Context: an optimization exercise on an open-source flow, tuned for small area, a short achievable clock period and few clock cycles per item. The choices shown serve that exercise and are no tape-out recipe.
Where RTL was checked, it was by simulation tests only, not by an equivalence proof against the original.

==> flow/design.v (excerpt) <==
module teavault_cipher (
    input  wire         clk,
    input  wire         rst,           
    input  wire         in_valid,
    output wire         in_ready,
    input  wire         in_decrypt,    
    input  wire [127:0] in_key,
    input  wire [63:0]  in_block,
    output wire         out_valid,
    input  wire         out_ready,
    output wire [63:0]  out_block
);
==> flow/config.mk <==
export PLATFORM = sky130hd
export DESIGN_NAME = teavault_cipher
export DESIGN_NICKNAME = teavault_cipher
export VERILOG_FILES = /design/flow/design.v
export SDC_FILE = /design/flow/constraint.sdc
export NUM_CORES = 4
export LEC_CHECK = 0
export ABC_AREA = 1
export CAP_MARGIN = 20
export CORE_MARGIN = 2
export CORE_UTILIZATION = 40
export SLEW_MARGIN = 20
export BUFFER_PORTS_ARGS = -buffer_cell sky130_fd_sc_hd__buf_1
export ADDER_MAP_FILE = 
export SETUP_SLACK_MARGIN = 8.5
export TNS_END_PERCENT = 0
==> flow/constraint.sdc <==
create_clock -name core_clock -period 12.0 [get_ports {clk}]
set_input_delay 2.4000 -clock core_clock [delete_from_list [all_inputs] [get_ports {clk}]]
set_output_delay 2.4000 -clock core_clock [all_outputs]
set_load 0.01 [all_outputs]
standard.sh (not shown) runs the stock make flow with config.mk's settings and CLKGATE_MAP_FILE= SYNTH_SCRIPT=/design/flow/synth_recipe.tcl, a recipe that flattens the netlist after the stock synthesis.
==> flow/flow/run.sh <==
#!/bin/bash
# The standard ORFS layout (standard.sh), with these changes to how the
# layout is made (the SDC and clock period stay the standard flow's):
#  - ports are buffered with buf_1 cells instead of delay buffers;
#  - synthesis does not map adders to the library's fa/ha cells (same
#    synthesis script and registers, the adders are left to ABC);
#  - timing repair aims for more setup slack, on the worst path only.
set -e
cat >> "$FLOW_CONFIG" <<'EOC'
export BUFFER_PORTS_ARGS = -buffer_cell sky130_fd_sc_hd__buf_1
export ADDER_MAP_FILE = 
export SETUP_SLACK_MARGIN = 8.5
export TNS_END_PERCENT = 0
EOC
bash standard.sh > standard.log 2>&1
Testbench counts at the start, summed over its fixed seeds: cycles 166,398, items 1,280.
==> next run, changes <==
--- a/flow/flow/run.sh
+++ b/flow/flow/run.sh
@@ -11,3 +11,3 @@
 export ADDER_MAP_FILE = 
-export SETUP_SLACK_MARGIN = 8.5
+export SETUP_SLACK_MARGIN = 8
 export TNS_END_PERCENT = 0
Settings changed: CORE_UTILIZATION 40 to 65, SETUP_SLACK_MARGIN 8.5 to 8.
After rerunning: First-iteration DRC count grows by about 70%; worst setup slack is worse by 0.16 ns; wire length shrinks by 8.0%; final cell count shrinks by 6.9%; synthesized cell count stays the same.
==> next run, changes <==
==> flow/flow/run.sh (replaced) <==
#!/bin/bash
set -e
cat >> "$FLOW_CONFIG" <<'EOC'
export BUFFER_PORTS_ARGS = -buffer_cell sky130_fd_sc_hd__buf_1
export SETUP_SLACK_MARGIN = 8
export TNS_END_PERCENT = 0
EOC
bash standard.sh > standard.log 2>&1
Settings changed: ADDER_MAP_FILE unset to unset, CORE_UTILIZATION 65 to 40.
The changed run completed without violations.
Wire length fell by roughly a tenth.
Flip-flop and latch count does not change.
Setup slack loses 0.69 ns.
Critical path depth rose by 17.

Another version of the RTL of teavault_cipher (not shown whole).
Size in the first run: roughly 1800 cells after synthesis, ~170 flip-flops, roughly 260 I/O pins.
make LEC_CHECK=0 CAP_MARGIN=20 CORE_MARGIN=2 CORE_UTILIZATION=40 SLEW_MARGIN=20 finish   # period 12.0 ns
run.sh (not shown) runs the stock make flow with config.mk's settings and CLKGATE_MAP_FILE= SYNTH_SCRIPT=/design/flow/synth_recipe.tcl, a recipe that flattens the netlist after the stock synthesis.
Stock flow here: none of the scripts above is used.
Testbench counts at the start, summed over its fixed seeds: cycles 165,128, items 1,280.
Edit:
--- a/flow/config.mk
+++ b/flow/config.mk
@@ -10,0 +11 @@
+export SETUP_SLACK_MARGIN = 5
=>
- area after synthesis does not change
- cell count is unchanged
- die area stays the same
- synthesized cell count stays the same
Edit:
--- a/flow/config.mk
+++ b/flow/config.mk
@@ -7,0 +8 @@
+export ABC_CLOCK_PERIOD_IN_PS = 4000
The new run went through all stages and came out clean.
Cell count stays the same.
Global-route usage does not change.
Non-clock buffer count is unchanged.
Wire length stays the same.

## the previous run
The RTL this note starts from:
==> flow/design.v <==
module teavault_cipher (
    input  wire         clk,
    input  wire         rst,           
    input  wire         in_valid,
    output wire         in_ready,
    input  wire         in_decrypt,    
    input  wire [127:0] in_key,
    input  wire [63:0]  in_block,
    output wire         out_valid,
    input  wire         out_ready,
    output wire [63:0]  out_block
);
    localparam [31:0] DELTA   = 32'h9E3779B9;
    localparam [31:0] SUMENC  = 32'h9E3779B9;    
    localparam [31:0] SUMDEC  = 32'h2C15E7F9;    
    function [37:0] add38(input [37:0] x, input [37:0] y, input ci);
        reg [37:0] g, p, gg, pp, gn, pn;
        integer i, l;
        begin
            g = x & y;
            p = x ^ y;
            gg = g; pp = p;
            gg[0] = g[0] | (p[0] & ci);
            for (l = 0; l < 6; l = l + 1) begin
                gn = gg; pn = pp;
                for (i = 0; i < 38; i = i + 1)
                    if (i[l]) begin
                        gn[i] = gg[i] | (pp[i] & gg[((i >> l) << l) - 1]);
                        pn[i] = pp[i] & pp[((i >> l) << l) - 1];
                    end
                gg = gn; pp = pn;
            end
            add38 = p ^ {gg[36:0], ci};
        end
    endfunction
    function [31:0] maj(input [31:0] x, input [31:0] y, input [31:0] w);
        maj = (x & y) | (x & w) | (y & w);
    endfunction
    reg        busy;       
    reg        full;       
    reg        last;       
    reg [7:0]  c;          
    reg        dec;
    reg [31:0] a, b;       
    reg [31:0] t1, t2, t3;   
    reg        ov;
    reg [31:0] sn;         
    reg [63:0] kp;         
    reg         nz;        
    reg         sub;       
    wire [31:0] ka  = kp[63:32];
    wire [31:0] kb  = kp[31:0];
    wire [31:0] f   = t1 ^ t2 ^ {t3[31:27] - {4'd0, ov}, t3[26:0]};
    wire [31:0] fx  = (f & {32{nz}}) ^ {32{sub}};    
    wire [37:0] nbc = add38({6'd0, a}, {6'd0, fx}, sub);
    wire [31:0] nb  = nbc[31:0];
    wire [27:0] s1  = a[27:0] ^ fx[27:0] ^ ka[31:4];
    wire [27:0] m1  = maj({4'd0, a[27:0]}, {4'd0, fx[27:0]}, {4'd0, ka[31:4]});
    wire [37:0] t1c = add38({6'd0, s1, ka[3:0]}, {6'd0, m1[26:0], sub, 4'd0}, 1'b0);
    wire [31:0] s2  = a ^ fx ^ sn;
    wire [31:0] m2  = maj(a, fx, sn);
    wire [37:0] t2c = add38({6'd0, s2}, {6'd0, m2[30:0], sub}, 1'b0);
    wire [36:0] a3  = {5'd0, a};
    wire [36:0] f3  = {5'd0, fx};
    wire [36:0] k3  = {kb, 5'd0};
    wire [36:0] s3  = a3 ^ f3 ^ k3;
    wire [36:0] m3  = (a3 & f3) | (a3 & k3) | (f3 & k3);
    wire [37:0] t3c = add38({1'b0, s3}, {m3, sub}, 1'b0);
    wire [31:0] dd  = {DELTA[31:1] ^ {31{dec}}, 1'b1};    
    assign in_ready  = last;
    assign out_valid = full;
    assign out_block = {a, b};
    always @(posedge clk) begin
        t1 <= t1c[31:0];
        t2 <= t2c[31:0];
        t3 <= t3c[36:5];
        ov <= nbc[32];
        if (busy) begin
            if (!c[0])
                sn <= sn + dd;
            kp  <= (c[0] ^ dec) ? in_key[63:0] : in_key[127:64];
            c   <= c + 8'd1;
            nz  <= (c != 8'd254) && (c != 8'd127);
            sub <= dec && (c != 8'd254) && (c != 8'd127);
        end else begin
            sn  <= in_decrypt ? SUMDEC : SUMENC;
            kp  <= in_key[127:64];
            c   <= in_decrypt ? 8'd254 : 8'd255;
            dec <= in_decrypt;
            nz  <= 1'b0;
            sub <= 1'b0;
        end
        if (busy) begin
            a <= b;
            b <= nb;
        end else if (!full) begin
            a <= in_block[31:0];
            b <= in_block[63:32];
        end
        if (rst) begin
            busy <= 1'b0;
            full <= 1'b0;
            last <= 1'b0;
        end else if (busy) begin
            last <= ~last & (c == (dec ? 8'd127 : 8'd126));
            if (last) begin
                busy <= 1'b0;
                full <= 1'b1;
            end
        end else if (full) begin
            if (out_ready)
                full <= 1'b0;
        end else begin
            busy <= in_valid;
        end
    end
endmodule
clock: 12.0 ns
lec_check: 0
abc_area: 1
cap_margin: 20
core_margin: 2
core_utilization: 40
slew_margin: 20
buffer_ports_args: -buffer_cell sky130_fd_sc_hd__buf_1
adder_map_file: 
setup_slack_margin: 9.5
tns_end_percent: 0
standard.sh (not shown) runs the stock make flow with config.mk's settings and CLKGATE_MAP_FILE= SYNTH_SCRIPT=/design/flow/synth_recipe.tcl, a recipe that flattens the netlist after the stock synthesis.
==> flow/flow/run.sh <==
#!/bin/bash
# The standard ORFS layout (standard.sh), with these changes to how the
# layout is made (the SDC and clock period stay the standard flow's):
#  - ports are buffered with buf_1 cells instead of delay buffers;
#  - synthesis does not map adders to the library's fa/ha cells (same
#    synthesis script and registers, the adders are left to ABC);
#  - timing repair aims for more setup slack, on the worst path only.
set -e
cat >> "$FLOW_CONFIG" <<'EOC'
export BUFFER_PORTS_ARGS = -buffer_cell sky130_fd_sc_hd__buf_1
export ADDER_MAP_FILE = 
export SETUP_SLACK_MARGIN = 9.5
export TNS_END_PERCENT = 0
EOC
bash standard.sh > standard.log 2>&1
Every stage of the flow completed for the previous run, and the final layout passed the timing, design-rule and antenna checks.
Relative to the previous run, the following input files were edited for the current run:
- removing ADDER_MAP_FILE (formerly )
- changing SETUP_SLACK_MARGIN from 9.5 to 9
==> flow/flow/run.sh <==
#!/bin/bash
set -e
cat >> "$FLOW_CONFIG" <<'EOC'
export BUFFER_PORTS_ARGS = -buffer_cell sky130_fd_sc_hd__buf_1
export SETUP_SLACK_MARGIN = 9
export TNS_END_PERCENT = 0
EOC
bash standard.sh > standard.log 2>&1
--- outcome ---
Looking at global-route wire length before repair, the current run sits about 4.4% below the previous run.
From the previous run to the current run the numbers moved as follows: source-to-sink clock delay at the later pin of the worst-skew pair barely changed, part of the cycle the worst path needs barely changed, average footprint of a synthesized cell climbed 1.2 sq um, setup slack climbed 0.0084 ns.
Looking at distinct cell type count after synthesis, the current run sits about 26% below the previous run.
The current run vs the previous run — worst hold slack dropped 0.0032 ns.
No functional check of the RTL was part of any run of this note.

==> separate check: timing with driven ports <==
The flow's constraints put no driver on any port. The routed layouts listed below were extracted and timed again, unchanged, in two steps. Step 1 sets driving cells, clkbuf_16 on the clock port and buf_2 on the other inputs (assumed; they add their load-dependent delay and slew). Step 2 times the ports against the registers' clock, not the clock port: input delays grow and output delays shrink by t, the midpoint of the rising clock arrivals with the driver on. Three values: ideal ports, drivers, drivers and shift; two values: the first two.
run	t, ns	setup slack, ns	clock arrival spread, ns
the first run of note 1	0.522	8.235 / 8.179 / 7.827	0.018 / 0.017
the second run of note 1	0.497	8.074 / 8.097 / 7.600	0.019 / 0.019
the third run of note 1	0.506	7.385 / 7.385 / 7.149	0.019 / 0.018
the first run of note 2	0.500	5.462 / 5.462 / 5.462	0.013 / 0.013
the second run of note 2	0.501	5.598 / 5.598 / 5.598	0.014 / 0.014
the third run of note 2	0.501	5.598 / 5.598 / 5.598	0.014 / 0.014
the previous run	0.612	8.376 / 8.319 / 8.484	0.017 / 0.016
the current run	0.591	8.384 / 8.331 / 8.476	0.022 / 0.022
After both steps every run listed still meets setup and hold. The setup slack of the second run of note 1, which loses most, moves by +0.023 ns with the drivers and by -0.474 ns with both steps.
